Source: an optimization exercise on an open RTL-to-GDS flow (aim: a short achievable clock period). Production flows keep margins and buffers that such runs may drop. At most, simulation tests tie the RTL to the original design; equivalence was not proved. The RTL of run 1 was laid out without a check of its function. Power figures rest on the tool's default switching activity, not on a simulated workload.

==> flow/design.v <==
module twms_decode (
  input  logic        valid,
  input  logic [1:0]  port,        
  input  logic [31:0] w,           
  output logic        mal,         
  output logic        rng,         
  output logic        fstat,       
  output logic [1:0]  xstart,      
  output logic [1:0]  xstat,
  output logic [1:0]  bufwr,
  output logic [1:0]  bufrd,
  output logic        evpost,
  output logic        evclr,
  output logic        evpend,
  output logic [4:0]  emblk,       
  output logic [4:0]  emunblk,
  output logic        emcda,
  output logic        emsleep,
  output logic [1:0][2:0] subev,   
  output logic [1:0][2:0] irqraise,
  output logic [1:0]  irqen,
  output logic [1:0]  irqstat,
  output logic        wake
);
  logic host, env, sev;
  assign host = valid && (port == 2'd0);
  assign env  = valid && (port == 2'd1);
  assign sev  = valid && (port == 2'd2);
  logic [15:0] opd;
  always_comb
    for (int i = 0; i < 16; i++) opd[i] = (w[31:28] == 4'(i));
  logic z7_0, z23_8, z21_8, z25_24, z27_8, z7_5, z4_3, z2_0, z7_3, z27_24, z23_22;
  assign z7_0   = (w[7:0] == 8'b0);
  assign z7_5   = (w[7:5] == 3'b0);
  assign z7_3   = (w[7:3] == 5'b0);
  assign z4_3   = (w[4:3] == 2'b0);
  assign z2_0   = (w[2:0] == 3'b0);
  assign z23_8  = (w[23:8] == 16'b0);
  assign z21_8  = (w[21:8] == 14'b0);
  assign z23_22 = (w[23:22] == 2'b0);
  assign z25_24 = (w[25:24] == 2'b0);
  assign z27_24 = (w[27:24] == 4'b0);
  assign z27_8  = z27_24 && z23_8;
  logic [1:0] bus;                    
  assign bus = {!w[27] && w[26], !w[27] && !w[26]};
  logic cnt_ok, lvl_ok;
  assign cnt_ok = (w[9:7] != 3'd0) && (w[9:7] <= 3'd4);
  assign lvl_ok = (w[2:0] <= 3'd4);
  logic [4:0] lvl;
  always_comb
    for (int l = 0; l < 5; l++) lvl[l] = (w[2:0] == 3'(l));
  logic [2:0] sk, ik;
  assign sk[0] = (w[25:24] == 2'd0) && z7_0;
  assign sk[1] = (w[25:24] == 2'd1);
  assign sk[2] = (w[25:24] == 2'd2) && z7_0;
  assign ik[0] = (w[23:22] == 2'd0) && z7_0;
  assign ik[1] = (w[23:22] == 2'd1);
  assign ik[2] = (w[23:22] == 2'd2) && z7_0;
  logic wf_xstart, wf_xstat, wf_bufwr, wf_bufrd, wf_evpc, wf_evpend, wf_emlv, wf_em0,
        wf_subev, wf_irqraise, wf_irqen, wf_irqstat, wf_fstat, wf_wake;
  assign wf_xstart   = host && opd[1] && (w[6:5] == 2'b0);
  assign wf_xstat    = host && opd[2] && z25_24 && z23_8 && z7_0;
  assign wf_bufwr    = host && opd[3] && z23_8;
  assign wf_bufrd    = host && opd[4] && z25_24 && z23_8 && z7_0;
  assign wf_evpc     = host && (opd[5] || opd[6]) && z27_8 && z7_5;
  assign wf_evpend   = host && opd[7] && z27_8 && z7_0;
  assign wf_emlv     = host && (opd[8] || opd[9]) && z27_8 && z7_3;
  assign wf_em0      = host && (opd[10] || opd[11]) && z27_8 && z7_0;
  assign wf_subev    = sev && opd[12] && z23_8 && (sk != 3'b0);
  assign wf_irqraise = env && opd[13] && z25_24 && z21_8 && (ik != 3'b0);
  assign wf_irqen    = host && opd[13] && (w[25:24] == 2'd1) && z23_8 && z7_3;
  assign wf_irqstat  = host && opd[13] && (w[25:24] == 2'd2) && z23_8 && z7_0;
  assign wf_fstat    = host && opd[14] && z27_24 && z23_8 && z7_0;
  assign wf_wake     = env && opd[14] && (w[27:24] == 4'd1) && z23_8 && z7_0;
  logic wf_bus, wf_any, in_rng;
  assign wf_bus = wf_xstart || wf_xstat || wf_bufwr || wf_bufrd || wf_subev ||
                  wf_irqraise || wf_irqen || wf_irqstat;
  assign wf_any = wf_bus || wf_evpc || wf_evpend || wf_emlv || wf_em0 || wf_fstat || wf_wake;
  assign in_rng = !((wf_bus && w[27]) || (wf_xstart && !cnt_ok) || (wf_emlv && !lvl_ok));
  assign mal = !wf_any;
  assign rng = !in_rng;
  assign fstat    = wf_fstat;
  assign xstart   = {2{wf_xstart && cnt_ok}} & bus;
  assign xstat    = {2{wf_xstat}} & bus;
  assign bufwr    = {2{wf_bufwr}} & bus;
  assign bufrd    = {2{wf_bufrd}} & bus;
  assign evpost   = wf_evpc && opd[5];
  assign evclr    = wf_evpc && opd[6];
  assign evpend   = wf_evpend;
  assign emblk    = {5{wf_emlv && opd[8]}} & lvl;
  assign emunblk  = {5{wf_emlv && opd[9]}} & lvl;
  assign emcda    = wf_em0 && opd[10];
  assign emsleep  = wf_em0 && opd[11];
  assign subev[0]    = {3{wf_subev && bus[0]}} & sk;
  assign subev[1]    = {3{wf_subev && bus[1]}} & sk;
  assign irqraise[0] = {3{wf_irqraise && bus[0]}} & ik;
  assign irqraise[1] = {3{wf_irqraise && bus[1]}} & ik;
  assign irqen    = {2{wf_irqen}} & bus;
  assign irqstat  = {2{wf_irqstat}} & bus;
  assign wake     = wf_wake;
endmodule
module twms (
  input  logic        clk,
  input  logic        rst,           
  input  logic        cmd_valid,
  input  logic [1:0]  cmd_port,      
  input  logic [31:0] cmd_word,
  output logic        rsp_valid,
  output logic        rsp_ok,
  output logic [31:0] rsp_data,
  output logic [1:0]  bo0_cnt,       
  output logic [10:0] bo0_act0,
  output logic [10:0] bo0_act1,
  output logic [1:0]  bo1_cnt,       
  output logic [10:0] bo1_act0,
  output logic [10:0] bo1_act1,
  output logic        sleep_valid,   
  output logic [2:0]  sleep_level,
  output logic        pwr_asleep,    
  output logic [2:0]  pwr_level,
  output logic        halt,          
  output logic [2:0]  fcode,
  output logic [7:0]  finfo
);
  localparam logic [10:0] BA_START = 11'h000, BA_STOP = 11'h100, BA_TX = 11'h400;
  logic [1:0][2:0]  st_q;
  logic [1:0]       avail_q;
  logic [1:0]       mode_q;
  logic [1:0][6:0]  paddr_q;
  logic [1:0][7:0]  raddr_q;
  logic [1:0][2:0]  rem_q;
  logic [1:0][31:0] buf_q;
  logic [1:0][31:0] evoh_q;      
  logic [1:0][2:0]  if_q;
  logic [1:0][2:0]  ien_q;
  logic [1:0][7:0]  rxdata_q;
  logic [31:0]      ev_q;
  logic [4:0][2:0]  vote_q;
  logic [1:0]       x_xs;        
  logic [1:0]       x_bw;        
  logic [1:0][2:0]  x_hv;        
  logic             x_dlv;       
  logic [1:0][2:0]  x_irq;       
  logic [1:0][2:0]  x_clr;       
  logic [1:0]       x_ien;       
  logic             x_evpost, x_evclr;
  logic [4:0]       x_vinc, x_vdec;
  logic             f_mode;
  logic [6:0]       f_paddr;
  logic [7:0]       f_raddr;
  logic [2:0]       f_cnt;
  logic [31:0]      f_evoh;
  logic [3:0]       f_lane;
  logic [7:0]       f_byte;
  logic [2:0]       f_ien;
  logic             rsp_valid_q, rsp_okn_q;
  logic [31:0]      rsp_data_q;    
  logic [1:0][1:0]  bo_cnt_q;
  logic [1:0][10:0] bo_a0_q;
  logic [1:0][9:0]  bo_a1_q;      
  logic             slp_valid_q;
  logic [2:0]       slp_level_q;
  logic             asleep_q;
  logic [2:0]       plevel_q;
  logic             hpn_q, fatn_q, hp_q, fat_q;
  logic [1:0]       fcpn_q, fcnn_q, fcp_q, fcn_q;
  logic [5:0]       fipn_q, finn_q, fip_q, fin_q;
  logic             halt_cur;
  logic [2:0]       fcode_cur;
  logic [7:0]       finfo_cur;
  assign halt_cur  = hp_q | fat_q;
  assign fcode_cur = {1'b0, fcp_q | fcn_q};
  assign finfo_cur = {2'b0, fip_q | fin_q};
  assign rsp_valid   = rsp_valid_q;
  assign rsp_ok      = ~(rsp_okn_q | fat_q);        
  assign rsp_data    = {rsp_data_q[31:3], ~(rsp_data_q[2] & fatn_q), rsp_data_q[1],
                        ~(rsp_data_q[0] & fatn_q)};   
  assign bo0_cnt     = bo_cnt_q[0];
  assign bo0_act0    = bo_a0_q[0];
  assign bo0_act1    = {bo_a1_q[0][9], 1'b0, bo_a1_q[0][8:0]};
  assign bo1_cnt     = bo_cnt_q[1];
  assign bo1_act0    = bo_a0_q[1];
  assign bo1_act1    = {bo_a1_q[1][9], 1'b0, bo_a1_q[1][8:0]};
  assign sleep_valid = slp_valid_q;
  assign sleep_level = slp_level_q;
  assign pwr_asleep  = asleep_q;
  assign pwr_level   = plevel_q;
  assign halt        = ~(hpn_q & fatn_q);
  assign fcode       = {1'b0, ~(fcpn_q & fcnn_q)};
  assign finfo       = {2'b0, ~(fipn_q & finn_q)};
  logic [1:0][2:0] st_n;
  logic [1:0] avail_n;
  logic [1:0] mode_n;
  logic [1:0][6:0] paddr_n;
  logic [1:0][7:0] raddr_n;
  logic [1:0][2:0] rem_n;
  logic [1:0][31:0] buf_n;
  logic [1:0][31:0] evoh_n;
  logic [1:0][2:0] if_n;
  logic [1:0][2:0] ien_n;
  logic [1:0][7:0] rxdata_n;
  logic [31:0] ev_n;
  logic [4:0][2:0] vote_n;
  logic [4:0] vfull;
  logic [4:0] vzero;
  logic [2:0] cda;
  logic [1:0][2:0] hf;
  logic [1:0][2:0][2:0] hcode;
  logic [1:0][2:0][7:0] hinfo;
  logic [1:0][2:0][1:0] hcnt;
  logic [1:0][10:0] ack_a0;
  logic [1:0][10:0] ack_a1;
  logic [1:0][10:0] rx_a0;
  logic [1:0] dlv_on;
  logic [2:0] dlv_kind;
  logic  dlv_fatal;
  logic [2:0] dlv_fcode;
  logic [7:0] dlv_finfo;
  logic [1:0][1:0] dlv_cnt;
  logic [1:0][10:0] dlv_a0;
  logic [1:0][10:0] dlv_a1;
  twms_state u_state (
    .st_q(st_q),
    .avail_q(avail_q),
    .mode_q(mode_q),
    .paddr_q(paddr_q),
    .raddr_q(raddr_q),
    .rem_q(rem_q),
    .buf_q(buf_q),
    .evoh_q(evoh_q),
    .if_q(if_q),
    .ien_q(ien_q),
    .rxdata_q(rxdata_q),
    .ev_q(ev_q),
    .vote_q(vote_q),
    .x_xs(x_xs),
    .x_bw(x_bw),
    .x_hv(x_hv),
    .x_dlv(x_dlv),
    .x_irq(x_irq),
    .x_clr(x_clr),
    .x_ien(x_ien),
    .x_evpost(x_evpost),
    .x_evclr(x_evclr),
    .x_vinc(x_vinc),
    .x_vdec(x_vdec),
    .f_mode(f_mode),
    .f_paddr(f_paddr),
    .f_raddr(f_raddr),
    .f_cnt(f_cnt),
    .f_evoh(f_evoh),
    .f_lane(f_lane),
    .f_byte(f_byte),
    .f_ien(f_ien),
    .halt_cur(halt_cur),
    .st_n(st_n),
    .avail_n(avail_n),
    .mode_n(mode_n),
    .paddr_n(paddr_n),
    .raddr_n(raddr_n),
    .rem_n(rem_n),
    .buf_n(buf_n),
    .evoh_n(evoh_n),
    .if_n(if_n),
    .ien_n(ien_n),
    .rxdata_n(rxdata_n),
    .ev_n(ev_n),
    .vote_n(vote_n),
    .vfull(vfull),
    .vzero(vzero),
    .cda(cda),
    .hf(hf),
    .hcode(hcode),
    .hinfo(hinfo),
    .hcnt(hcnt),
    .ack_a0(ack_a0),
    .ack_a1(ack_a1),
    .rx_a0(rx_a0),
    .dlv_on(dlv_on),
    .dlv_kind(dlv_kind),
    .dlv_fatal(dlv_fatal),
    .dlv_fcode(dlv_fcode),
    .dlv_finfo(dlv_finfo),
    .dlv_cnt(dlv_cnt),
    .dlv_a0(dlv_a0),
    .dlv_a1(dlv_a1)
  );
  logic            v, nv;           
  logic            d_mal, d_rng, d_fstat, d_evpost, d_evclr, d_evpend, d_emcda, d_emsleep, d_wake;
  logic [1:0]      d_xstart, d_xstat, d_bufwr, d_bufrd, d_irqen, d_irqstat;
  logic [4:0]      d_emblk, d_emunblk;
  logic [1:0][2:0] d_subev, d_irqraise;
  assign v  = cmd_valid && !rst;
  assign nv = !cmd_valid && !rst;
  twms_decode u_decode (
    .valid    (v),
    .port     (cmd_port),
    .w        (cmd_word),
    .mal      (d_mal),
    .rng      (d_rng),
    .fstat    (d_fstat),
    .xstart   (d_xstart),
    .xstat    (d_xstat),
    .bufwr    (d_bufwr),
    .bufrd    (d_bufrd),
    .evpost   (d_evpost),
    .evclr    (d_evclr),
    .evpend   (d_evpend),
    .emblk    (d_emblk),
    .emunblk  (d_emunblk),
    .emcda    (d_emcda),
    .emsleep  (d_emsleep),
    .subev    (d_subev),
    .irqraise (d_irqraise),
    .irqen    (d_irqen),
    .irqstat  (d_irqstat),
    .wake     (d_wake)
  );
  logic             h;
  logic [1:0]       e_xs, e_bw, e_sub;
  logic [1:0][2:0]  e_hv;
  logic             c1, c2, c3, c4, c5, fat_cmd, fatal, ok;
  logic [15:0]      g_op;
  logic             g_host, g_env, g_sev, g_z7_0, g_z7_5, g_z7_3, g_z238, g_z218, g_z2524,
                    g_z2724, g_b, g_cnt, g_lvl, g_sk, g_ik, g_wf, g_go, g_fstat, g_busy;
  logic             sb_hf;
  logic [2:0]       sb_hc;
  logic [7:0]       sb_hi;
  logic             ck_xs, ck_em, ck_sub, sp_xs, sp_blk, sp_unb, sp_sub, f_xs, f_blk, f_unb, f_sub;
  logic [31:0]      rd, rd_src, rd_buf;
  logic             rd_base, rd_bus, rd_top, rd_xstat, rd_bufrd, rd_evpend, rd_irq,
                    rd_cda, rd_fstat, rd_ok_hi, rd_ok_mid, rd_ok_lo, rd_ok_cda;
  logic [7:0]       rd_xs;
  logic [15:0]      rd_irqv;
  logic [2:0]       fc;
  logic [7:0]       fi;
  logic             sleep_x, wake_x, sub_any;
  logic             rsp_ok_d;
  logic [31:0]      rsp_data_d;
  logic [1:0][1:0]  bo_cnt_d;
  logic [1:0][10:0] bo_a0_d, bo_a1_d;
  always_comb begin
    h = halt_cur;
    for (int b = 0; b < 2; b++) begin
      e_xs[b]  = d_xstart[b] && !h && avail_n[b] && !vfull[2];
      e_bw[b]  = d_bufwr[b] && !h && avail_n[b];
      e_sub[b] = (d_subev[b] != 3'b0) && !h;
      for (int k = 0; k < 3; k++)
        e_hv[b][k] = (d_subev[b][k] && !h && !hf[b][k]) ||
                     (nv && dlv_on[b] && dlv_kind[k] && !hf[b][k]);
    end
    for (int i = 0; i < 16; i++) g_op[i] = (cmd_word[31:28] == 4'(i));
    g_host = v && (cmd_port == 2'd0);
    g_env  = v && (cmd_port == 2'd1);
    g_sev  = v && (cmd_port == 2'd2);
    g_z7_0 = (cmd_word[7:0] == 8'b0);
    g_z7_5 = (cmd_word[7:5] == 3'b0);
    g_z7_3 = (cmd_word[7:3] == 5'b0);
    g_z238 = (cmd_word[23:8] == 16'b0);
    g_z218 = (cmd_word[21:8] == 14'b0);
    g_z2524 = (cmd_word[25:24] == 2'b0);
    g_z2724 = (cmd_word[27:24] == 4'b0);
    g_b   = !cmd_word[27];
    g_cnt = (cmd_word[9:7] != 3'd0) && (cmd_word[9:7] <= 3'd4);
    g_lvl = (cmd_word[2:0] <= 3'd4);
    g_sk  = (cmd_word[25:24] == 2'd1) ||
            (((cmd_word[25:24] == 2'd0) || (cmd_word[25:24] == 2'd2)) && g_z7_0);
    g_ik  = (cmd_word[23:22] == 2'd1) ||
            (((cmd_word[23:22] == 2'd0) || (cmd_word[23:22] == 2'd2)) && g_z7_0);
    g_wf = (g_host && g_op[1] && (cmd_word[6:5] == 2'b0)) ||
           (g_host && g_z238 &&
            (g_op[3] ||
             (g_z7_0 && (((g_op[2] || g_op[4]) && g_z2524) ||
                         ((g_op[7] || g_op[10] || g_op[11] || g_op[14]) && g_z2724) ||
                         (g_op[13] && (cmd_word[25:24] == 2'd2)))) ||
             (g_z7_5 && (g_op[5] || g_op[6]) && g_z2724) ||
             (g_z7_3 && (((g_op[8] || g_op[9]) && g_z2724) ||
                         (g_op[13] && (cmd_word[25:24] == 2'd1)))))) ||
           (g_env && ((g_op[13] && g_z2524 && g_z218 && g_ik) ||
                      (g_op[14] && (cmd_word[27:24] == 4'd1) && g_z238 && g_z7_0))) ||
           (g_sev && g_op[12] && g_z238 && g_sk);
    g_go = (g_host && g_op[1] && (cmd_word[6:5] == 2'b0) && g_b && g_cnt) ||
           (g_host && g_z238 &&
            ((g_op[3] && g_b) ||
             (g_z7_0 && (((g_op[2] || g_op[4]) && g_z2524 && g_b) ||
                         ((g_op[7] || g_op[10] || g_op[11] || g_op[14]) && g_z2724) ||
                         (g_op[13] && (cmd_word[25:24] == 2'd2) && g_b))) ||
             (g_z7_5 && (g_op[5] || g_op[6]) && g_z2724) ||
             (g_z7_3 && (((g_op[8] || g_op[9]) && g_z2724 && g_lvl) ||
                         (g_op[13] && (cmd_word[25:24] == 2'd1) && g_b))))) ||
           (g_env && ((g_op[13] && g_z2524 && g_z218 && g_ik && g_b) ||
                      (g_op[14] && (cmd_word[27:24] == 4'd1) && g_z238 && g_z7_0))) ||
           (g_sev && g_op[12] && g_z238 && g_sk && g_b);
    g_fstat = g_host && g_op[14] && g_z2724 && g_z238 && g_z7_0;
    g_busy  = (g_op[1] || g_op[3]) && !avail_n[cmd_word[26]];
    c4 = v && h && !g_fstat;
    c1 = v && !h && !g_wf;
    c2 = !h && g_wf && !g_go;
    c3 = !h && g_go && g_busy;
    ck_xs  = v && (cmd_port == 2'd0) && (cmd_word[6:5] == 2'b0) && !cmd_word[27] &&
             (cmd_word[9:7] != 3'd0) && (cmd_word[9:7] <= 3'd4);
    ck_em  = v && (cmd_port == 2'd0) && (cmd_word[27:3] == 25'b0);
    ck_sub = v && (cmd_port == 2'd2) && (cmd_word[23:8] == 16'b0) && !cmd_word[27] &&
             ((cmd_word[25:24] == 2'd1) ||
              (((cmd_word[25:24] == 2'd0) || (cmd_word[25:24] == 2'd2)) && (cmd_word[7:0] == 8'b0)));
    sp_xs  = (cmd_word[31:28] == 4'h1) && avail_n[cmd_word[26]] && vfull[2];
    sp_blk = (cmd_word[31:28] == 4'h8) && (cmd_word[2:0] <= 3'd4) && vfull[cmd_word[2:0]];
    sp_unb = (cmd_word[31:28] == 4'h9) && (cmd_word[2:0] <= 3'd4) && vzero[cmd_word[2:0]];
    sb_hf = 1'b0;
    sb_hc = 3'd0;
    sb_hi = 8'd0;
    for (int b = 0; b < 2; b++)
      for (int k = 0; k < 3; k++)
        if (cmd_word[26] == 1'(b) && cmd_word[25:24] == 2'(k)) begin
          sb_hf = hf[b][k];
          sb_hc = hcode[b][k];
          sb_hi = hinfo[b][k];
        end
    sp_sub = (cmd_word[31:28] == 4'hC) && sb_hf;
    f_xs   = !h && ck_xs && sp_xs;
    f_blk  = !h && ck_em && sp_blk;
    f_unb  = !h && ck_em && sp_unb;
    f_sub  = !h && ck_sub && sp_sub;
    fat_cmd = f_xs || f_blk || f_unb || f_sub;
    c5 = fat_cmd;
    fatal = fat_cmd || (nv && dlv_fatal);
    rd_base = v && (cmd_port == 2'd0) && (cmd_word[23:0] == 24'b0);
    rd_bus  = !cmd_word[27] && (cmd_word[25:24] == 2'd0);
    rd_top  = (cmd_word[27:24] == 4'd0);
    rd_xstat  = (cmd_word[31:28] == 4'h2) && rd_bus;
    rd_bufrd  = (cmd_word[31:28] == 4'h4) && rd_bus;
    rd_evpend = (cmd_word[31:28] == 4'h7) && rd_top;
    rd_irq    = (cmd_word[31:28] == 4'hD) && !cmd_word[27] && (cmd_word[25:24] == 2'd2);
    rd_cda    = ((cmd_word[31:28] == 4'hA) || (cmd_word[31:28] == 4'hB)) && rd_top;
    rd_fstat  = (cmd_word[31:28] == 4'hE) && rd_top;
    rd_ok_hi  = rd_base && !h && (rd_bufrd || rd_evpend);
    rd_ok_mid = rd_base && ((!h && (rd_bufrd || rd_evpend || rd_irq)) || rd_fstat);
    rd_ok_lo  = rd_base && ((!h && (rd_bufrd || rd_evpend || rd_irq || rd_xstat)) || rd_fstat);
    rd_ok_cda = rd_base && !h && rd_cda;
    rd_xs   = (cmd_word[26] ? {mode_n[1], rem_n[1], st_n[1], avail_n[1]}
                            : {mode_n[0], rem_n[0], st_n[0], avail_n[0]});
    rd_buf  = cmd_word[26] ? buf_n[1] : buf_n[0];
    rd_irqv = cmd_word[26] ? {rxdata_n[1], 2'b0, ien_n[1], if_n[1]}
                           : {rxdata_n[0], 2'b0, ien_n[0], if_n[0]};
    case ({cmd_word[31], cmd_word[29], cmd_word[28]})
      3'b010:  rd_src = {24'b0, rd_xs};
      3'b000:  rd_src = rd_buf;
      3'b011:  rd_src = ev_n;
      3'b101:  rd_src = {16'b0, rd_irqv};
      default: rd_src = {16'b0, finfo_cur, 4'b0, fcode_cur, h};
    endcase
    rd[31:16] = rd_src[31:16] & {16{rd_ok_hi}};
    rd[15:8]  = rd_src[15:8]  & {8{rd_ok_mid}};
    rd[7:0]   = rd_src[7:0]   & {8{rd_ok_lo}};
    rd[2:0]   = rd[2:0] | (cda & {3{rd_ok_cda}});
    ok = g_fstat || (!h && g_go && !g_busy);
    rsp_ok_d = ok;
    rsp_data_d = rd;
    rsp_data_d[0] = c1 || c3 || rd[0];
    rsp_data_d[1] = c2 || c3 || rd[1];
    rsp_data_d[2] = c4 || rd[2];
    for (int b = 0; b < 2; b++) begin
      bo_cnt_d[b] = 2'd0;
      for (int k = 0; k < 3; k++)
        if (d_subev[b][k] && !h) bo_cnt_d[b] = hcnt[b][k];
      if (nv)      bo_cnt_d[b] = dlv_cnt[b];
      if (e_xs[b]) bo_cnt_d[b] = 2'd2;
      if (!cmd_valid) begin
        bo_a0_d[b] = dlv_a0[b];
        bo_a1_d[b] = dlv_a1[b];
      end else if (cmd_word[31:28] == 4'h1) begin
        bo_a0_d[b] = BA_START;
        bo_a1_d[b] = BA_TX | {3'b0, cmd_word[24:18], 1'b0};
      end else begin
        bo_a0_d[b] = cmd_word[24] ? rx_a0[b] : ack_a0[b];
        bo_a1_d[b] = cmd_word[24] ? BA_STOP : ack_a1[b];
      end
    end
    fc = 3'd0;
    fi = 8'd0;
    if (nv && dlv_fatal) begin
      fc = dlv_fcode;
      fi = dlv_finfo;
    end
    if (f_xs) begin
      fc = fc | 3'd3;
      fi = fi | 8'd2;
    end
    if (f_blk) begin
      fc = fc | 3'd3;
      fi = fi | {5'b0, cmd_word[2:0]};
    end
    if (f_unb) begin
      fc = fc | 3'd2;
      fi = fi | {5'b0, cmd_word[2:0]};
    end
    if (f_sub) begin
      fc = fc | sb_hc;
      fi = fi | sb_hi;
    end
    sleep_x = d_emsleep && !h;
    wake_x  = d_wake && !h;
    sub_any = (e_sub != 2'b0) || (nv && (dlv_on != 2'b0));
  end
  always_ff @(posedge clk) begin
    rsp_valid_q <= v;
    rsp_okn_q   <= !rsp_ok_d;
    rsp_data_q  <= {rsp_data_d[31:3], !rsp_data_d[2], rsp_data_d[1], !rsp_data_d[0]};
    bo_cnt_q    <= bo_cnt_d;
    bo_a0_q     <= bo_a0_d;
    for (int b = 0; b < 2; b++) bo_a1_q[b] <= {bo_a1_d[b][10], bo_a1_d[b][8:0]};
    slp_valid_q <= sleep_x;
    slp_level_q <= cda;
    if (rst) begin
      hpn_q    <= 1'b1;
      fatn_q   <= 1'b1;
      hp_q     <= 1'b0;
      fat_q    <= 1'b0;
      fcpn_q   <= 2'b11;
      fcnn_q   <= 2'b11;
      fcp_q    <= 2'b00;
      fcn_q    <= 2'b00;
      fipn_q   <= 6'h3f;
      finn_q   <= 6'h3f;
      fip_q    <= 6'h00;
      fin_q    <= 6'h00;
      asleep_q <= 1'b0;
      plevel_q <= 3'd0;
    end else begin
      hpn_q    <= !h;
      fatn_q   <= !fatal;
      hp_q     <= h;
      fat_q    <= fatal;
      fcpn_q   <= ~fcode_cur[1:0];
      fcnn_q   <= ~fc[1:0];     
      fcp_q    <= fcode_cur[1:0];
      fcn_q    <= fc[1:0];
      fipn_q   <= ~finfo_cur[5:0];
      finn_q   <= ~fi[5:0];
      fip_q    <= finfo_cur[5:0];
      fin_q    <= fi[5:0];
      asleep_q <= sleep_x || (asleep_q && !sub_any && !wake_x);
      if (sleep_x) plevel_q <= cda;
    end
    x_xs     <= e_xs;
    x_bw     <= e_bw;
    x_hv     <= e_hv;
    x_dlv    <= !cmd_valid;
    for (int b = 0; b < 2; b++) begin
      x_irq[b] <= d_irqraise[b] & {3{!h}};
      x_clr[b] <= {3{nv && dlv_on[b]}} & dlv_kind;
    end
    x_ien    <= d_irqen & {2{!h}};
    x_evpost <= d_evpost && !h;
    x_evclr  <= d_evclr && !h;
    for (int l = 0; l < 5; l++) begin
      x_vinc[l] <= (d_emblk[l] && !h && !vfull[l]) || (l == 2 && e_xs != 2'b0);
      x_vdec[l] <= (d_emunblk[l] && !h && !vzero[l]) ||
                   (l == 2 && (e_hv[0][2] || e_hv[1][2]));
    end
    f_mode   <= cmd_word[25];
    f_paddr  <= cmd_word[24:18];
    f_raddr  <= cmd_word[17:10];
    f_cnt    <= cmd_word[9:7];
    for (int i = 0; i < 32; i++) f_evoh[i] <= (cmd_word[4:0] == 5'(i));
    for (int i = 0; i < 4; i++)  f_lane[i] <= (cmd_word[25:24] == 2'(i));
    f_byte   <= cmd_word[7:0];
    f_ien    <= cmd_word[2:0];
    if (rst) begin
      st_q     <= '0;
      avail_q  <= '1;
      mode_q   <= '0;
      paddr_q  <= '0;
      raddr_q  <= '0;
      rem_q    <= '0;
      buf_q    <= '0;
      evoh_q   <= {2{32'd1}};
      if_q     <= '0;
      ien_q    <= '1;
      rxdata_q <= '0;
      ev_q     <= '0;
      vote_q   <= '0;
    end else begin
      st_q     <= st_n;
      avail_q  <= avail_n;
      mode_q   <= mode_n;
      paddr_q  <= paddr_n;
      raddr_q  <= raddr_n;
      rem_q    <= rem_n;
      buf_q    <= buf_n;
      evoh_q   <= evoh_n;
      if_q     <= if_n;
      ien_q    <= ien_n;
      rxdata_q <= rxdata_n;
      ev_q     <= ev_n;
      vote_q   <= vote_n;
    end
  end
endmodule
module twms_state (
  input  logic [1:0][2:0] st_q,
  input  logic [1:0] avail_q,
  input  logic [1:0] mode_q,
  input  logic [1:0][6:0] paddr_q,
  input  logic [1:0][7:0] raddr_q,
  input  logic [1:0][2:0] rem_q,
  input  logic [1:0][31:0] buf_q,
  input  logic [1:0][31:0] evoh_q,
  input  logic [1:0][2:0] if_q,
  input  logic [1:0][2:0] ien_q,
  input  logic [1:0][7:0] rxdata_q,
  input  logic [31:0] ev_q,
  input  logic [4:0][2:0] vote_q,
  input  logic [1:0] x_xs,
  input  logic [1:0] x_bw,
  input  logic [1:0][2:0] x_hv,
  input  logic  x_dlv,
  input  logic [1:0][2:0] x_irq,
  input  logic [1:0][2:0] x_clr,
  input  logic [1:0] x_ien,
  input  logic  x_evpost,
  input  logic  x_evclr,
  input  logic [4:0] x_vinc,
  input  logic [4:0] x_vdec,
  input  logic  f_mode,
  input  logic [6:0] f_paddr,
  input  logic [7:0] f_raddr,
  input  logic [2:0] f_cnt,
  input  logic [31:0] f_evoh,
  input  logic [3:0] f_lane,
  input  logic [7:0] f_byte,
  input  logic [2:0] f_ien,
  input  logic  halt_cur,
  output logic [1:0][2:0] st_n,
  output logic [1:0] avail_n,
  output logic [1:0] mode_n,
  output logic [1:0][6:0] paddr_n,
  output logic [1:0][7:0] raddr_n,
  output logic [1:0][2:0] rem_n,
  output logic [1:0][31:0] buf_n,
  output logic [1:0][31:0] evoh_n,
  output logic [1:0][2:0] if_n,
  output logic [1:0][2:0] ien_n,
  output logic [1:0][7:0] rxdata_n,
  output logic [31:0] ev_n,
  output logic [4:0][2:0] vote_n,
  output logic [4:0] vfull,
  output logic [4:0] vzero,
  output logic [2:0] cda,
  output logic [1:0][2:0] hf,
  output logic [1:0][2:0][2:0] hcode,
  output logic [1:0][2:0][7:0] hinfo,
  output logic [1:0][2:0][1:0] hcnt,
  output logic [1:0][10:0] ack_a0,
  output logic [1:0][10:0] ack_a1,
  output logic [1:0][10:0] rx_a0,
  output logic [1:0] dlv_on,
  output logic [2:0] dlv_kind,
  output logic  dlv_fatal,
  output logic [2:0] dlv_fcode,
  output logic [7:0] dlv_finfo,
  output logic [1:0][1:0] dlv_cnt,
  output logic [1:0][10:0] dlv_a0,
  output logic [1:0][10:0] dlv_a1
);
  localparam logic [10:0] BA_START = 11'h000, BA_STOP = 11'h100, BA_TX = 11'h400;
  logic [1:0][2:0] rm_q;
  logic [1:0][1:0][2:0] pend_x;
  logic [1:0][2:0] pend;
  logic [1:0][2:0] rm_n;
  always_comb begin
    for (int b = 0; b < 2; b++) begin
      rm_q[b] = rem_q[b] - 3'd1;
      st_n[b]     = st_q[b];
      avail_n[b]  = avail_q[b];
      mode_n[b]   = mode_q[b];
      paddr_n[b]  = paddr_q[b];
      raddr_n[b]  = raddr_q[b];
      rem_n[b]    = rem_q[b];
      evoh_n[b]   = evoh_q[b];
      if (x_xs[b]) begin
        st_n[b]    = 3'd1;
        avail_n[b] = 1'b0;
        mode_n[b]  = f_mode;
        paddr_n[b] = f_paddr;
        raddr_n[b] = f_raddr;
        rem_n[b]   = f_cnt;
        evoh_n[b]  = f_evoh;
      end
      if (x_hv[b][0]) begin
        case (st_q[b])
          3'd1:    st_n[b] = mode_q[b] ? 3'd2 : 3'd4;
          3'd2:    st_n[b] = 3'd3;
          3'd3:    st_n[b] = 3'd5;
          default: st_n[b] = (rm_q[b] == 3'd0) ? 3'd6 : 3'd4;
        endcase
        if (st_q[b] == 3'd4) rem_n[b] = rm_q[b];
      end
      if (x_hv[b][1]) begin
        st_n[b]  = (rm_q[b] == 3'd0) ? 3'd6 : 3'd5;
        rem_n[b] = rm_q[b];
      end
      if (x_hv[b][2]) begin
        st_n[b]    = 3'd0;
        avail_n[b] = 1'b1;
      end
      for (int j = 0; j < 4; j++) begin
        buf_n[b][8*j +: 8] = buf_q[b][8*j +: 8];
        if (x_bw[b] && f_lane[j])
          buf_n[b][8*j +: 8] = f_byte;
        if (x_hv[b][1] && (rm_q[b][1:0] == 2'(j)))
          buf_n[b][8*j +: 8] = x_dlv ? rxdata_q[b] : f_byte;
      end
      if_n[b] = (if_q[b] | x_irq[b]) & ~x_clr[b];
      ien_n[b] = x_ien[b] ? f_ien : ien_q[b];
      rxdata_n[b] = x_irq[b][1] ? f_byte : rxdata_q[b];
    end
    ev_n = ev_q;
    if (x_evpost) ev_n = ev_n | f_evoh;
    if (x_evclr)  ev_n = ev_n & ~f_evoh;
    if (x_hv[0][2]) ev_n = ev_n | evoh_q[0];
    if (x_hv[1][2]) ev_n = ev_n | evoh_q[1];
    for (int l = 0; l < 5; l++)
      vote_n[l] = x_vinc[l] ? vote_q[l] + 3'd1 : x_vdec[l] ? vote_q[l] - 3'd1 : vote_q[l];
  end
  always_comb begin
    for (int l = 0; l < 5; l++) begin
      vfull[l] = (vote_n[l] == 3'd5);
      vzero[l] = (vote_n[l] == 3'd0);
    end
    cda = 3'd4;
    for (int l = 3; l >= 0; l--)
      if (!vzero[l]) cda = 3'(l);
    for (int b = 0; b < 2; b++) begin
      rm_n[b] = rem_n[b] - 3'd1;
      hf[b][0] = !(st_n[b] == 3'd1 || st_n[b] == 3'd2 || st_n[b] == 3'd3 || st_n[b] == 3'd4);
      hf[b][1] = !(st_n[b] == 3'd3 || st_n[b] == 3'd5);
      hf[b][2] = !(st_n[b] == 3'd6) || vzero[2];
      for (int k = 0; k < 3; k++) begin
        if (k == 2 && st_n[b] == 3'd6) begin
          hcode[b][k] = 3'd2;
          hinfo[b][k] = 8'd2;
        end else begin
          hcode[b][k] = 3'd1;
          hinfo[b][k] = {2'b0, 1'(b), st_n[b], 2'(k)};
        end
      end
      hcnt[b][0] = 2'd0;
      ack_a0[b]  = BA_TX | {3'b0, buf_n[b][8*rm_n[b][1:0] +: 8]};
      ack_a1[b]  = BA_STOP;
      case (st_n[b])
        3'd1: begin
          hcnt[b][0] = 2'd1;
          ack_a0[b]  = BA_TX | {3'b0, raddr_n[b]};
        end
        3'd2: begin
          hcnt[b][0] = 2'd2;
          ack_a0[b]  = BA_START;
          ack_a1[b]  = BA_TX | {3'b0, paddr_n[b], 1'b1};
        end
        3'd4: hcnt[b][0] = (rm_n[b] == 3'd0) ? 2'd2 : 2'd1;
        default: ;
      endcase
      hcnt[b][1] = 2'd0;
      if (st_n[b] == 3'd3 || st_n[b] == 3'd5) hcnt[b][1] = (rm_n[b] == 3'd0) ? 2'd2 : 2'd1;
      hcnt[b][2] = 2'd0;
      rx_a0[b] = (rm_n[b] == 3'd0) ? 11'h300 : 11'h200;    
      pend[b] = if_n[b] & ien_n[b];
    end
    dlv_on[0] = !halt_cur && (pend[0] != 3'b0);
    dlv_on[1] = !halt_cur && (pend[0] == 3'b0) && (pend[1] != 3'b0);
    dlv_kind = 3'b000;
    dlv_fatal = 1'b0;
    dlv_fcode = 3'd0;
    dlv_finfo = 8'd0;
    for (int b = 0; b < 2; b++) begin
      pend_x[b][0] = {pend[b][2] & !pend[b][1] & !pend[b][0], pend[b][1] & !pend[b][0], pend[b][0]};
      dlv_cnt[b] = 2'd0;
      dlv_a0[b]  = pend[b][0] ? ack_a0[b] : rx_a0[b];
      dlv_a1[b]  = pend[b][0] ? ack_a1[b] : BA_STOP;
      for (int k = 0; k < 3; k++)
        if (pend_x[b][0][k]) dlv_cnt[b] = dlv_on[b] ? hcnt[b][k] : 2'd0;
    end
    for (int b = 0; b < 2; b++)
      if (dlv_on[b]) begin
        dlv_kind = pend_x[b][0];
        for (int k = 0; k < 3; k++)
          if (pend_x[b][0][k]) begin
            dlv_fatal = hf[b][k];
            dlv_fcode = hcode[b][k];
            dlv_finfo = hinfo[b][k];
          end
      end
  end
endmodule
==> flow/flow/run.sh <==
#!/bin/bash
# Layout flow: the standard ORFS flow, with timing repair aimed at a setup
# slack margin well above what the 10 ns clock asks for, so that the resizer
# keeps working on the critical paths (the SDC is unchanged), and a last
# max-slew/max-cap repair after global routing (flow/post_grt.tcl). Port
# buffers are buf_4 (ORFS would pick a delay cell, clkdlybuf4s50_1).
# The platform's don't-use cells are extended with the slow high-stack gates
# (flow/dont_use.txt), for synthesis and for the resizer alike.
# make's output goes to standard_flow.log; each ORFS step logs under orfs/logs/.
set -euo pipefail
MARGIN=${MARGIN:-7.0}
DONT_USE=$(tr '\n' ' ' < flow/dont_use.txt)
bash standard.sh SETUP_SLACK_MARGIN=$MARGIN TNS_END_PERCENT=100 \
  "DONT_USE_CELLS=$DONT_USE" \
  "BUFFER_PORTS_ARGS=-buffer_cell sky130_fd_sc_hd__buf_4" \
  POST_GLOBAL_ROUTE_TCL=$PWD/flow/post_grt.tcl finish > standard_flow.log 2>&1
==> flow/flow/dont_use.txt <==
sky130_fd_sc_hd__probe_p_8
sky130_fd_sc_hd__probec_p_8
sky130_fd_sc_hd__lpflow_bleeder_1
sky130_fd_sc_hd__lpflow_clkbufkapwr_1
sky130_fd_sc_hd__lpflow_clkbufkapwr_16
sky130_fd_sc_hd__lpflow_clkbufkapwr_2
sky130_fd_sc_hd__lpflow_clkbufkapwr_4
sky130_fd_sc_hd__lpflow_clkbufkapwr_8
sky130_fd_sc_hd__lpflow_clkinvkapwr_1
sky130_fd_sc_hd__lpflow_clkinvkapwr_16
sky130_fd_sc_hd__lpflow_clkinvkapwr_2
sky130_fd_sc_hd__lpflow_clkinvkapwr_4
sky130_fd_sc_hd__lpflow_clkinvkapwr_8
sky130_fd_sc_hd__lpflow_decapkapwr_12
sky130_fd_sc_hd__lpflow_decapkapwr_3
sky130_fd_sc_hd__lpflow_decapkapwr_4
sky130_fd_sc_hd__lpflow_decapkapwr_6
sky130_fd_sc_hd__lpflow_decapkapwr_8
sky130_fd_sc_hd__lpflow_inputiso0n_1
sky130_fd_sc_hd__lpflow_inputiso0p_1
sky130_fd_sc_hd__lpflow_inputiso1n_1
sky130_fd_sc_hd__lpflow_inputiso1p_1
sky130_fd_sc_hd__lpflow_inputisolatch_1
sky130_fd_sc_hd__lpflow_isobufsrc_1
sky130_fd_sc_hd__lpflow_isobufsrc_16
sky130_fd_sc_hd__lpflow_isobufsrc_2
sky130_fd_sc_hd__lpflow_isobufsrc_4
sky130_fd_sc_hd__lpflow_isobufsrc_8
sky130_fd_sc_hd__lpflow_isobufsrckapwr_16
sky130_fd_sc_hd__lpflow_lsbuf_lh_hl_isowell_tap_1
sky130_fd_sc_hd__lpflow_lsbuf_lh_hl_isowell_tap_2
sky130_fd_sc_hd__lpflow_lsbuf_lh_hl_isowell_tap_4
sky130_fd_sc_hd__lpflow_lsbuf_lh_isowell_4
sky130_fd_sc_hd__lpflow_lsbuf_lh_isowell_tap_1
sky130_fd_sc_hd__lpflow_lsbuf_lh_isowell_tap_2
sky130_fd_sc_hd__lpflow_lsbuf_lh_isowell_tap_4
sky130_fd_sc_hd__or4_*
sky130_fd_sc_hd__nor4_*
sky130_fd_sc_hd__or4b_*
sky130_fd_sc_hd__nor4b_*
sky130_fd_sc_hd__or4bb_*
sky130_fd_sc_hd__nor4bb_*
sky130_fd_sc_hd__or3_*
sky130_fd_sc_hd__nor3_*
sky130_fd_sc_hd__or3b_*
sky130_fd_sc_hd__nor3b_*
sky130_fd_sc_hd__o41ai_*
sky130_fd_sc_hd__a41oi_*
sky130_fd_sc_hd__o41a_*
sky130_fd_sc_hd__a41o_*
sky130_fd_sc_hd__o311ai_*
sky130_fd_sc_hd__o2111ai_*
sky130_fd_sc_hd__a2111oi_*
sky130_fd_sc_hd__o2111a_*
sky130_fd_sc_hd__a2111o_*
sky130_fd_sc_hd__o311a_*
sky130_fd_sc_hd__a311oi_*
sky130_fd_sc_hd__a311o_*
sky130_fd_sc_hd__o32ai_*
sky130_fd_sc_hd__o32a_*
sky130_fd_sc_hd__a32oi_*
sky130_fd_sc_hd__a32o_*
sky130_fd_sc_hd__o221ai_*
sky130_fd_sc_hd__o221a_*
sky130_fd_sc_hd__a221oi_*
sky130_fd_sc_hd__a221o_*
sky130_fd_sc_hd__o211ai_*
sky130_fd_sc_hd__o211a_*
sky130_fd_sc_hd__a211oi_*
sky130_fd_sc_hd__a211o_*
sky130_fd_sc_hd__o31ai_*
sky130_fd_sc_hd__o31a_*
sky130_fd_sc_hd__a31oi_*
sky130_fd_sc_hd__a31o_*
sky130_fd_sc_hd__o22a_*
sky130_fd_sc_hd__a22o_*
sky130_fd_sc_hd__a2bb2o_*
sky130_fd_sc_hd__o2bb2a_*
sky130_fd_sc_hd__a2bb2oi_*
sky130_fd_sc_hd__o2bb2ai_*
sky130_fd_sc_hd__and4_*
sky130_fd_sc_hd__and4b_*
sky130_fd_sc_hd__and4bb_*
sky130_fd_sc_hd__nand4b_*
sky130_fd_sc_hd__nand4bb_*
==> flow/flow/post_grt.tcl <==
# After global routing's timing repair: repair max slew and capacitance
# again, with margin, since repair_timing can leave drivers at the limit.
# Same sequence as global_route.tcl uses after its own repair_design.
repair_design -slew_margin 30 -cap_margin 30
global_route -start_incremental
detailed_placement
global_route -end_incremental
estimate_parasitics -global_routing
write_guides $::env(RESULTS_DIR)/route.guide
==> flow/standard.sh <==
#!/bin/bash
# synth_recipe.tcl (not shown) runs the flow's synth.tcl, then flattens the netlist and writes it again
# the make line also repeats each setting of config.mk as NAME=value (left out here)
make -C /OpenROAD-flow-scripts/flow DESIGN_CONFIG=/design/flow/config.mk WORK_HOME=/design/flow/orfs CLKGATE_MAP_FILE= SYNTH_SCRIPT=/design/flow/synth_recipe.tcl "${@:-finish}"
==> flow/config.mk <==
export PLATFORM = sky130hd
export DESIGN_NAME = twms
export DESIGN_NICKNAME = twms
export VERILOG_FILES = /design/flow/design.v
export SDC_FILE = /design/flow/constraint.sdc
export NUM_CORES = 4
export LEC_CHECK = 0
export CAP_MARGIN = 20
export CORE_MARGIN = 2
export CORE_UTILIZATION = 40
export PLACE_DENSITY = 0.6
export SLEW_MARGIN = 20
export SYNTH_HIERARCHICAL = 1
export SYNTH_MINIMUM_KEEP_SIZE = 0
==> flow/constraint.sdc <==
create_clock -name core_clock -period 10.0 [get_ports {clk}]
set_input_delay 2.0000 -clock core_clock [delete_from_list [all_inputs] [get_ports {clk}]]
set_output_delay 2.0000 -clock core_clock [all_outputs]
set_load 0.01 [all_outputs]
==> results of run 1 <==
-- metal layers --
metal	part of all wire (%)	global-route usage [%]	vias up
met2	45	42.81	859
met4	4.6	11.33	0
met1	43	35.59	10310
li1	-	-	9689
met3	7.2	4.671	202
met5	0	0	-
-- per-stage QoR --
stage | hold WS, ns | power, mW | instances
after floorplan | 0.4782 | 2.079 | 2930
after CTS | 0.4791 | 4.242 | 3778
final | 0.4908 | 4.240 | 3821
after global placement | 0.4588 | 2.134 | 3593
after detailed placement | 0.4684 | 2.135 | 3593
-- power by group --
| group | internal, mW | switching [mW] | total [mW] |
|---|---|---|---|
| clock network | 1.23 | 0.832 | 2.06 |
| registers | 1.90 | 0.0181 | 1.91 |
| logic | 0.111 | 0.151 | 0.262 |
| total | 3.24 | 1.00 | 4.24 |
-- final timing paths --
check | startpoint | endpoint | slack, ns | depth (start not counted)
worst max-delay path | rem_q[0] | fin_q[2] | 6.60 | 14
worst min-delay path | asleep_q | asleep_q | 0.49 | 2
worst max register to register | rem_q[0] | fin_q[2] | 6.60 | 14
worst min register to register | asleep_q | asleep_q | 0.49 | 2
-- sequential cells by signal, indices dropped and copies added (netlist names), 8 cells and up --
name,flops
bo_a0_q,22
bo_a1_q,20
buf_q,64
ev_q,32
evoh_q,64
f_evoh,32
f_raddr,8
paddr_q,14
raddr_q,16
rsp_data_q,32
rxdata_q,16
vote_q,15
-- cells in the final DEF, fill, tap and decap left out, types with 11 or more instances in the layout --
cell type,count
conb_1,58
nand3b_1,17
and3_4,13
buf_6,129
mux4_2,19
and2_1,79
buf_4,104
mux2_2,163
ha_1,20
and3_1,29
buf_12,11
dfxtp_4,12
and3b_1,16
nor2_2,30
nand2_2,17
dfxtp_2,106
clkbuf_16,51
bufbuf_16,12
nand2b_1,29
a22oi_1,98
nor2_1,282
a21oi_1,100
dfxtp_1,354
o22ai_1,57
inv_1,199
o21ai_0,127
clkbuf_8,16
nand2_1,167
a222oi_1,19
or2_2,54
mux2i_1,69
nor2_4,31
nor2b_1,260
o21ai_1,16
nand3_1,38
nand4_1,25
a21oi_2,12
-- area by class of cell --
cell class | count | area share [%]
antenna | 1 | 0.008301
clock buffer | 69 | 4.819
clock inverter | 25 | 1.341
inverter | 214 | 2.739
multi-input combinational | 1994 | 45.39
sequential | 472 | 31.93
tap | 773 | 3.208
timing repair buffer | 273 | 10.56
-- worst max-delay path, delay by kind of cell (launching register included) --
family,cells,cell delay [ns]
flops,1,0.37
simple gates,3,0.57
buf+inv,3,0.32
compound gates,4,0.92
fa+ha+maj,1,0.17
xor+xnor,1,0.13
mux,2,0.79
==> impl_metrics.json, run 1 <==
{
  "period_minus_slack_ns": 3.403,
  "die_x_um": 249.3,
  "post-route-util_pct": 50.88,
  "fin_skew_ns": 0.04784,
  "h-tree-depth": 2,
  "place_congestion": 0.9415,
  "place_ws_ns": 5.257,
  "setup_tns_ns": 0,
  "cp.required_ns": 10.51,
  "start_util_pct": 40.62,
  "die_h_um": 249.3,
  "grt_usage_pct": 26.78,
  "cts_made_buffers": 50,
  "worstSetupStartpointType": "flip-flop",
  "nNetsFinal": 3068,
  "grt_max_degree": 92,
  "crit_type": "reg2reg",
  "critPathSlowestCell": "mux4_2",
  "port_buffers": 133,
  "hold_path_class": "reg2reg",
  "finalCritPeriodShare_pct": 34.03,
  "drtIter0Drc": 1921,
  "rows": 89,
  "core_area_sq_um": 59240,
  "ir_worst_vdd_v": 0.0001277,
  "syn_area_sq_um": 24070,
  "ios": 139,
  "cap_violations": 0,
  "clkSinkCount": 472,
  "areaGrowthSynthToFinish_pct": 25.26,
  "finalHoldViolations": 0,
  "p_per_area_nw_per_um2": 140.6,
  "drive_gt1_share_pct": 30.98,
  "worst_slack_ns": 6.597,
  "yosys_warnings": 9,
  "fillers": 5453,
  "avgRoutedWirePerCell_um": 22.80,
  "clk_pin_slew_worst_paths_ns": 0.06,
  "seqCellArea_sq_um": 9627,
  "antenna_found_initial": 0,
  "insertion_delay_ns": 0.64,
  "relSlewSlack_pct": 43.45,
  "endpoint_kind": "flip-flop",
  "root_buffer": "clkbuf_16",
  "setup_viol": 0,
  "gr-total-overflow": 0,
  "cts_hold_buffers": 0,
  "via_per_inst": 5.511,
  "max_freq_ghz": 0.2939,
  "hpwlAfterDp_mm": 56.07,
  "cp_cell_sequence": "inv_4 -> ha_4 -> xnor2_4 -> a21o_1 -> a222oi_1 -> buf_4 -> and3_4 -> a21oi_4 -> mux2_4 -> mux4_2 -> and2_4 -> and3_4 -> a222oi_1 -> inv_1",
  "slowest_delay_ns": 0.52,
  "worstMarginPinSlew_ns": 0.8482,
  "ant_nets": 0,
  "multi_input_area_sq_um": 13680,
  "grt_pass1_vias": 20250,
  "slew_viol_final": 0,
  "worstPathArrival_ns": 3.92,
  "clk_path_buf_depth": 3,
  "critPathMaxFanout": 4,
  "vias": 21060,
  "drtPass1Iterations": 5,
  "status": "timing/DRC/antenna clean",
  "grt_pass1_wl_mm": 127.3,
  "design.die.area_sq_um": 62150,
  "final_cell_area_sq_um": 30150,
  "syn_inst": 2875,
  "cts_resized": 410,
  "power_leakage_nw": 13.03,
  "syn_avg_cell_area_sq_um": 8.371,
  "drt_wl_total_mm": 87.13,
  "cts_setup_buffers": 70,
  "drcViolationCount": 0,
  "cts_tree": "done",
  "postPlaceCellArea_sq_um": 25140
}
==> run 2: changes to the inputs <==
--- a/flow/design.v
+++ b/flow/design.v
@@ -135,7 +135,9 @@
   logic [1:0][2:0]  ien_q;
   logic [1:0][7:0]  rxdata_q;
   logic [31:0]      ev_q;
-  logic [4:0][2:0]  vote_q;
+  logic [4:0][4:0]  vt_q;        
+  logic [1:0]       rem1_q, rem2_q;    
+  logic [1:0][3:0]  rl1_q, rl2_q;      
   logic [1:0]       x_xs;        
   logic [1:0]       x_bw;        
   logic [1:0][2:0]  x_hv;        
@@ -149,6 +151,8 @@
   logic [6:0]       f_paddr;
   logic [7:0]       f_raddr;
   logic [2:0]       f_cnt;
+  logic             f_cnt1;      
+  logic [3:0]       f_cl;        
   logic [31:0]      f_evoh;
   logic [3:0]       f_lane;
   logic [7:0]       f_byte;
@@ -200,7 +204,7 @@
   logic [1:0][2:0] ien_n;
   logic [1:0][7:0] rxdata_n;
   logic [31:0] ev_n;
-  logic [4:0][2:0] vote_n;
+  logic [4:0][4:0] vt_n;
   logic [4:0] vfull;
   logic [4:0] vzero;
   logic [2:0] cda;
@@ -232,7 +236,13 @@
     .ien_q(ien_q),
     .rxdata_q(rxdata_q),
     .ev_q(ev_q),
-    .vote_q(vote_q),
+    .vt_q(vt_q),
+    .rem1_q(rem1_q),
+    .rem2_q(rem2_q),
+    .rl1_q(rl1_q),
+    .rl2_q(rl2_q),
+    .f_cnt1(f_cnt1),
+    .f_cl(f_cl),
     .x_xs(x_xs),
     .x_bw(x_bw),
     .x_hv(x_hv),
@@ -265,7 +275,7 @@
     .ien_n(ien_n),
     .rxdata_n(rxdata_n),
     .ev_n(ev_n),
-    .vote_n(vote_n),
+    .vt_n(vt_n),
     .vfull(vfull),
     .vzero(vzero),
     .cda(cda),
@@ -460,11 +470,9 @@
     rsp_data_d[1] = c2 || c3 || rd[1];
     rsp_data_d[2] = c4 || rd[2];
     for (int b = 0; b < 2; b++) begin
-      bo_cnt_d[b] = 2'd0;
+      bo_cnt_d[b] = {e_xs[b], 1'b0} | (dlv_cnt[b] & {2{nv}});
       for (int k = 0; k < 3; k++)
-        if (d_subev[b][k] && !h) bo_cnt_d[b] = hcnt[b][k];
-      if (nv)      bo_cnt_d[b] = dlv_cnt[b];
-      if (e_xs[b]) bo_cnt_d[b] = 2'd2;
+        bo_cnt_d[b] = bo_cnt_d[b] | (hcnt[b][k] & {2{d_subev[b][k] && !h}});
       if (!cmd_valid) begin
         bo_a0_d[b] = dlv_a0[b];
         bo_a1_d[b] = dlv_a1[b];
@@ -562,6 +570,8 @@
     f_paddr  <= cmd_word[24:18];
     f_raddr  <= cmd_word[17:10];
     f_cnt    <= cmd_word[9:7];
+    f_cnt1   <= (cmd_word[9:7] == 3'd1);
+    for (int i = 0; i < 4; i++) f_cl[i] <= (cmd_word[8:7] == 2'(i + 1));
     for (int i = 0; i < 32; i++) f_evoh[i] <= (cmd_word[4:0] == 5'(i));
     for (int i = 0; i < 4; i++)  f_lane[i] <= (cmd_word[25:24] == 2'(i));
     f_byte   <= cmd_word[7:0];
@@ -579,7 +589,11 @@
       ien_q    <= '1;
       rxdata_q <= '0;
       ev_q     <= '0;
-      vote_q   <= '0;
+      vt_q     <= '0;
+      rem1_q   <= 2'b00;
+      rem2_q   <= 2'b00;
+      rl1_q    <= {2{4'b1000}};
+      rl2_q    <= {2{4'b0100}};
     end else begin
       st_q     <= st_n;
       avail_q  <= avail_n;
@@ -593,7 +607,15 @@
       ien_q    <= ien_n;
       rxdata_q <= rxdata_n;
       ev_q     <= ev_n;
-      vote_q   <= vote_n;
+      vt_q     <= vt_n;
+      for (int b = 0; b < 2; b++) begin
+        rem1_q[b] <= (rem_n[b] == 3'd1);
+        rem2_q[b] <= (rem_n[b] == 3'd2);
+        for (int j = 0; j < 4; j++) begin
+          rl1_q[b][j] <= (rem_n[b][1:0] == 2'(j + 1));
+          rl2_q[b][j] <= (rem_n[b][1:0] == 2'(j + 2));
+        end
+      end
     end
   end
 endmodule
@@ -610,7 +632,13 @@
   input  logic [1:0][2:0] ien_q,
   input  logic [1:0][7:0] rxdata_q,
   input  logic [31:0] ev_q,
-  input  logic [4:0][2:0] vote_q,
+  input  logic [4:0][4:0] vt_q,
+  input  logic [1:0] rem1_q,
+  input  logic [1:0] rem2_q,
+  input  logic [1:0][3:0] rl1_q,
+  input  logic [1:0][3:0] rl2_q,
+  input  logic  f_cnt1,
+  input  logic [3:0] f_cl,
   input  logic [1:0] x_xs,
   input  logic [1:0] x_bw,
   input  logic [1:0][2:0] x_hv,
@@ -643,7 +671,7 @@
   output logic [1:0][2:0] ien_n,
   output logic [1:0][7:0] rxdata_n,
   output logic [31:0] ev_n,
-  output logic [4:0][2:0] vote_n,
+  output logic [4:0][4:0] vt_n,
   output logic [4:0] vfull,
   output logic [4:0] vzero,
   output logic [2:0] cda,
@@ -667,7 +695,9 @@
   logic [1:0][2:0] rm_q;
   logic [1:0][1:0][2:0] pend_x;
   logic [1:0][2:0] pend;
-  logic [1:0][2:0] rm_n;
+  logic [1:0] dec_n, rn1;
+  logic [1:0][3:0] rnl;
+  logic [1:0][7:0] lane_n;
   always_comb begin
     for (int b = 0; b < 2; b++) begin
       rm_q[b] = rem_q[b] - 3'd1;
@@ -692,12 +722,12 @@
           3'd1:    st_n[b] = mode_q[b] ? 3'd2 : 3'd4;
           3'd2:    st_n[b] = 3'd3;
           3'd3:    st_n[b] = 3'd5;
-          default: st_n[b] = (rm_q[b] == 3'd0) ? 3'd6 : 3'd4;
+          default: st_n[b] = rem1_q[b] ? 3'd6 : 3'd4;
         endcase
         if (st_q[b] == 3'd4) rem_n[b] = rm_q[b];
       end
       if (x_hv[b][1]) begin
-        st_n[b]  = (rm_q[b] == 3'd0) ? 3'd6 : 3'd5;
+        st_n[b]  = rem1_q[b] ? 3'd6 : 3'd5;
         rem_n[b] = rm_q[b];
       end
       if (x_hv[b][2]) begin
@@ -708,7 +738,7 @@
         buf_n[b][8*j +: 8] = buf_q[b][8*j +: 8];
         if (x_bw[b] && f_lane[j])
           buf_n[b][8*j +: 8] = f_byte;
-        if (x_hv[b][1] && (rm_q[b][1:0] == 2'(j)))
+        if (x_hv[b][1] && rl1_q[b][j])
           buf_n[b][8*j +: 8] = x_dlv ? rxdata_q[b] : f_byte;
       end
       if_n[b] = (if_q[b] | x_irq[b]) & ~x_clr[b];
@@ -721,18 +751,23 @@
     if (x_hv[0][2]) ev_n = ev_n | evoh_q[0];
     if (x_hv[1][2]) ev_n = ev_n | evoh_q[1];
     for (int l = 0; l < 5; l++)
-      vote_n[l] = x_vinc[l] ? vote_q[l] + 3'd1 : x_vdec[l] ? vote_q[l] - 3'd1 : vote_q[l];
+      vt_n[l] = x_vinc[l] ? {vt_q[l][3:0], 1'b1} : x_vdec[l] ? {1'b0, vt_q[l][4:1]} : vt_q[l];
   end
   always_comb begin
     for (int l = 0; l < 5; l++) begin
-      vfull[l] = (vote_n[l] == 3'd5);
-      vzero[l] = (vote_n[l] == 3'd0);
+      vfull[l] = vt_n[l][4];
+      vzero[l] = !vt_n[l][0];
     end
     cda = 3'd4;
     for (int l = 3; l >= 0; l--)
       if (!vzero[l]) cda = 3'(l);
     for (int b = 0; b < 2; b++) begin
-      rm_n[b] = rem_n[b] - 3'd1;
+      dec_n[b] = x_hv[b][1] || (x_hv[b][0] && st_q[b] == 3'd4);
+      rn1[b] = x_xs[b] ? f_cnt1 : dec_n[b] ? rem2_q[b] : rem1_q[b];
+      rnl[b] = x_xs[b] ? f_cl : dec_n[b] ? rl2_q[b] : rl1_q[b];
+      lane_n[b] = 8'b0;
+      for (int j = 0; j < 4; j++)
+        if (rnl[b][j]) lane_n[b] = lane_n[b] | buf_n[b][8*j +: 8];
       hf[b][0] = !(st_n[b] == 3'd1 || st_n[b] == 3'd2 || st_n[b] == 3'd3 || st_n[b] == 3'd4);
       hf[b][1] = !(st_n[b] == 3'd3 || st_n[b] == 3'd5);
       hf[b][2] = !(st_n[b] == 3'd6) || vzero[2];
@@ -746,7 +781,7 @@
         end
       end
       hcnt[b][0] = 2'd0;
-      ack_a0[b]  = BA_TX | {3'b0, buf_n[b][8*rm_n[b][1:0] +: 8]};
+      ack_a0[b]  = BA_TX | {3'b0, lane_n[b]};
       ack_a1[b]  = BA_STOP;
       case (st_n[b])
         3'd1: begin
@@ -758,13 +793,13 @@
           ack_a0[b]  = BA_START;
           ack_a1[b]  = BA_TX | {3'b0, paddr_n[b], 1'b1};
         end
-        3'd4: hcnt[b][0] = (rm_n[b] == 3'd0) ? 2'd2 : 2'd1;
+        3'd4: hcnt[b][0] = rn1[b] ? 2'd2 : 2'd1;
         default: ;
       endcase
       hcnt[b][1] = 2'd0;
-      if (st_n[b] == 3'd3 || st_n[b] == 3'd5) hcnt[b][1] = (rm_n[b] == 3'd0) ? 2'd2 : 2'd1;
+      if (st_n[b] == 3'd3 || st_n[b] == 3'd5) hcnt[b][1] = rn1[b] ? 2'd2 : 2'd1;
       hcnt[b][2] = 2'd0;
-      rx_a0[b] = (rm_n[b] == 3'd0) ? 11'h300 : 11'h200;    
+      rx_a0[b] = rn1[b] ? 11'h300 : 11'h200;    
       pend[b] = if_n[b] & ien_n[b];
     end
     dlv_on[0] = !halt_cur && (pend[0] != 3'b0);
--- a/flow/config.mk
+++ b/flow/config.mk
@@ -11,4 +11,4 @@
 export PLACE_DENSITY = 0.6
 export SLEW_MARGIN = 20
 export SYNTH_HIERARCHICAL = 1
-export SYNTH_MINIMUM_KEEP_SIZE = 0
+export SYNTH_MINIMUM_KEEP_SIZE = 800
==> run 2 against run 1 <==
Clock-buffer cell count rose by 9. Largest power group unchanged. Synthesized cell count shrank 2.4%. Global-route usage decreased by 1.3 points. Largest cell class unchanged. Clock skew down 0.023 ns. Sequential power rose by 6%. Still clean on timing, DRC and antenna.
==> impl_metrics.json, run 2 <==
{
  "status": "timing/DRC/antenna clean",
  "p_comb_share_pct": 5.3,
  "finalNonFillerCells": 3729,
  "finalHoldViolations": 0,
  "period_minus_slack_ns": 3.209,
  "vias": 20300,
  "dpl.cell_count": 3527,
  "clk_pin_slew_worst_paths_ns": 0.06,
  "hold_path_class": "reg2reg",
  "cp.required_ns": 8.00,
  "antenna_found_initial": 3,
  "ir_worst_vdd_v": 0.0001557,
  "post-route-util_pct": 49.73,
  "cts_hold_buffers": 0,
  "cts_tree": "done",
  "worstPathArrival_ns": 1.21,
  "p_seq_share_pct": 46.3,
  "r2r_slack_ns": 7.07,
  "place_congestion": 0.9785,
  "start_util_pct": 40.66,
  "root_buffer": "clkbuf_16",
  "grt_pass1_wl_mm": 121.8,
  "largestRegisters": "buf_q: 64 flops, evoh_q: 64 flops",
  "intPower_mw": 3.343,
  "finalCritPeriodShare_pct": 32.09,
  "drtPass1Iterations": 6,
  "fin_skew_ns": 0.02490,
  "yosys_warnings": 9,
  "grt_usage_pct": 25.50,
  "syn_area_sq_um": 24090,
  "relSlewSlack_pct": 43.48,
  "p_per_area_nw_per_um2": 148.5,
  "ios": 139,
  "drt_wl_total_mm": 83.78,
  "insertion_delay_ns": 0.64,
  "nNetsFinal": 2955,
  "cts_setup_buffers": 36,
  "clk_path_buf_depth": 3,
  "syn_avg_cell_area_sq_um": 8.581,
  "via_per_inst": 5.444,
  "syn_inst": 2807,
  "clkPwrFrac_pct": 48.3,
  "rows": 89,
  "grt_pass1_vias": 19570,
  "layout_commonest_cell": "dfxtp_1",
  "areaGrowthSynthToFinish_pct": 22.32,
  "gr-total-overflow": 0,
  "final_cell_area_sq_um": 29460,
  "max_freq_ghz": 0.3116,
  "drive_gt1_share_pct": 27.99,
  "reg2reg_depth": 12,
  "die_x_um": 249.4,
  "clkSinkCount": 499,
  "drtIter0Drc": 1857,
  "p_sw_mw": 1.032,
  "setup_viol": 0,
  "hold_depth": 2,
  "startpoint": "rsp_data_q[2]",
  "critPathMaxFanout": 1,
  "h-tree-depth": 2,
  "cts_made_buffers": 55,
  "slew_viol_final": 0,
  "setup_tns_ns": 0,
  "power_leakage_nw": 12.38,
  "worstMarginPinSlew_ns": 0.8479,
  "grt_max_degree": 97,
  "cap_violations": 0,
  "p_sw_share_pct": 23.59,
  "hpwlAfterDp_mm": 55.57,
  "critical_path.reg2reg.endpoint": "finn_q[1]",
  "port_buffers": 133,
  "design.die.area_sq_um": 62190,
  "crit_type": "reg2out",
  "cts_resized": 318,
  "avgRoutedWirePerCell_um": 22.47,
  "crit_path_end": "rsp_data[2]",
  "r2r_start": "f_ien[0]",
  "final_cell_mix": "dfxtp_1 (390), nor2_1 (334), nor2b_1 (273)",
  "drcViolationCount": 0,
  "postPlaceCellArea_sq_um": 25000,
  "core_area_sq_um": 59240,
  "ant_nets": 0,
  "die_h_um": 249.4,
  "endpoint_kind": "output port",
  "worstSetupStartpointType": "flip-flop"
}
## run 2: layout make-up
| cell class | instances | area (sq um) |
|---|---|---|
| Fill cell | 5534 | 29780 |
| Multi-Input combinational cell | 1976 | 13060 |
| Sequential cell | 499 | 10150 |
| Timing Repair Buffer | 245 | 2846 |
| Clock buffer | 78 | 1593 |
| Tap cell | 773 | 967.2 |
| Inverter | 137 | 551.8 |
| Clock inverter | 20 | 290.3 |
| Antenna cell | 1 | 2.502 |
## run 2: worst min path at each step
stage / to / start / slack (ns)
6_report: plevel_q[0] / plevel_q[0] / 0.51
4_1_cts: plevel_q[0] / plevel_q[0] / 0.51
3_5_place_dp: fipn_q[4] / fip_q[4] / 0.50
3_3_place_gp: plevel_q[1] / plevel_q[1] / 0.50
2_1_floorplan: fcpn_q[0] / fcp_q[0] / 0.48
## run 2: power by group through the flow
stage	Combinational [mW]	Sequential (mW)	Clock (mW)
after floorplan	0.126	2.06	0
after global placement	0.168	2.07	0
after detailed placement	0.169	2.07	0
after CTS	0.208	2.03	2.15
final	0.233	2.03	2.11
## run 2: per-layer routing
metal | wire length, um | track usage [%]
met2 | 38260 | 41.85
met1 | 36030 | 33.75
met4 | 4103 | 10.52
met5 | 17 | 0
met3 | 5369 | 3.452
## run 2: stage by stage
step / power [mW] / setup WS, ns / hold slack (ns)
after floorplan: 2.187 / 6.508 / 0.4782
after global placement: 2.237 / 5.473 / 0.4953
after detailed placement: 2.239 / 5.397 / 0.4952
after CTS: 4.384 / 6.770 / 0.5128
final: 4.376 / 6.791 / 0.5102
## run 2: worst max-delay path, stage by stage, from the launching register on
cell and delay [ns]:
dfxtp_2 0.37, nand2_2 0.08, buf_6 0.12

[re-timing with driven ports]
In the flow no input, the clock included, has a driving cell. The finished layouts below were timed again as built, in two steps.
Step 1, drivers: a clkbuf_16 drives clk and a buf_2 each remaining input, both assumed.
Step 2 also shifts input and output timing later by t, the mid clock arrival at the registers, as if the neighbouring blocks saw the same clock.
Slacks: ideal / step 1 / step 2; pairs: ideal / step 1.
| run | t (ns) | setup slack, ns | hold WS [ns] | worst slew at a driven data input, ns |
|---|---|---|---|---|
| run 1 | 0.672 | 6.597 / 6.574 / 5.902 | 0.491 / 0.491 / 0.491 | 0.23 |
| run 2 | 0.686 | 6.791 / 6.693 / 6.007 | 0.510 / 0.510 / 0.510 | 0.29 |
After both steps setup and hold are still met in every run listed. For run 2, which loses most, drivers alone change the setup slack by -0.098 ns; drivers and shift together by -0.784 ns.
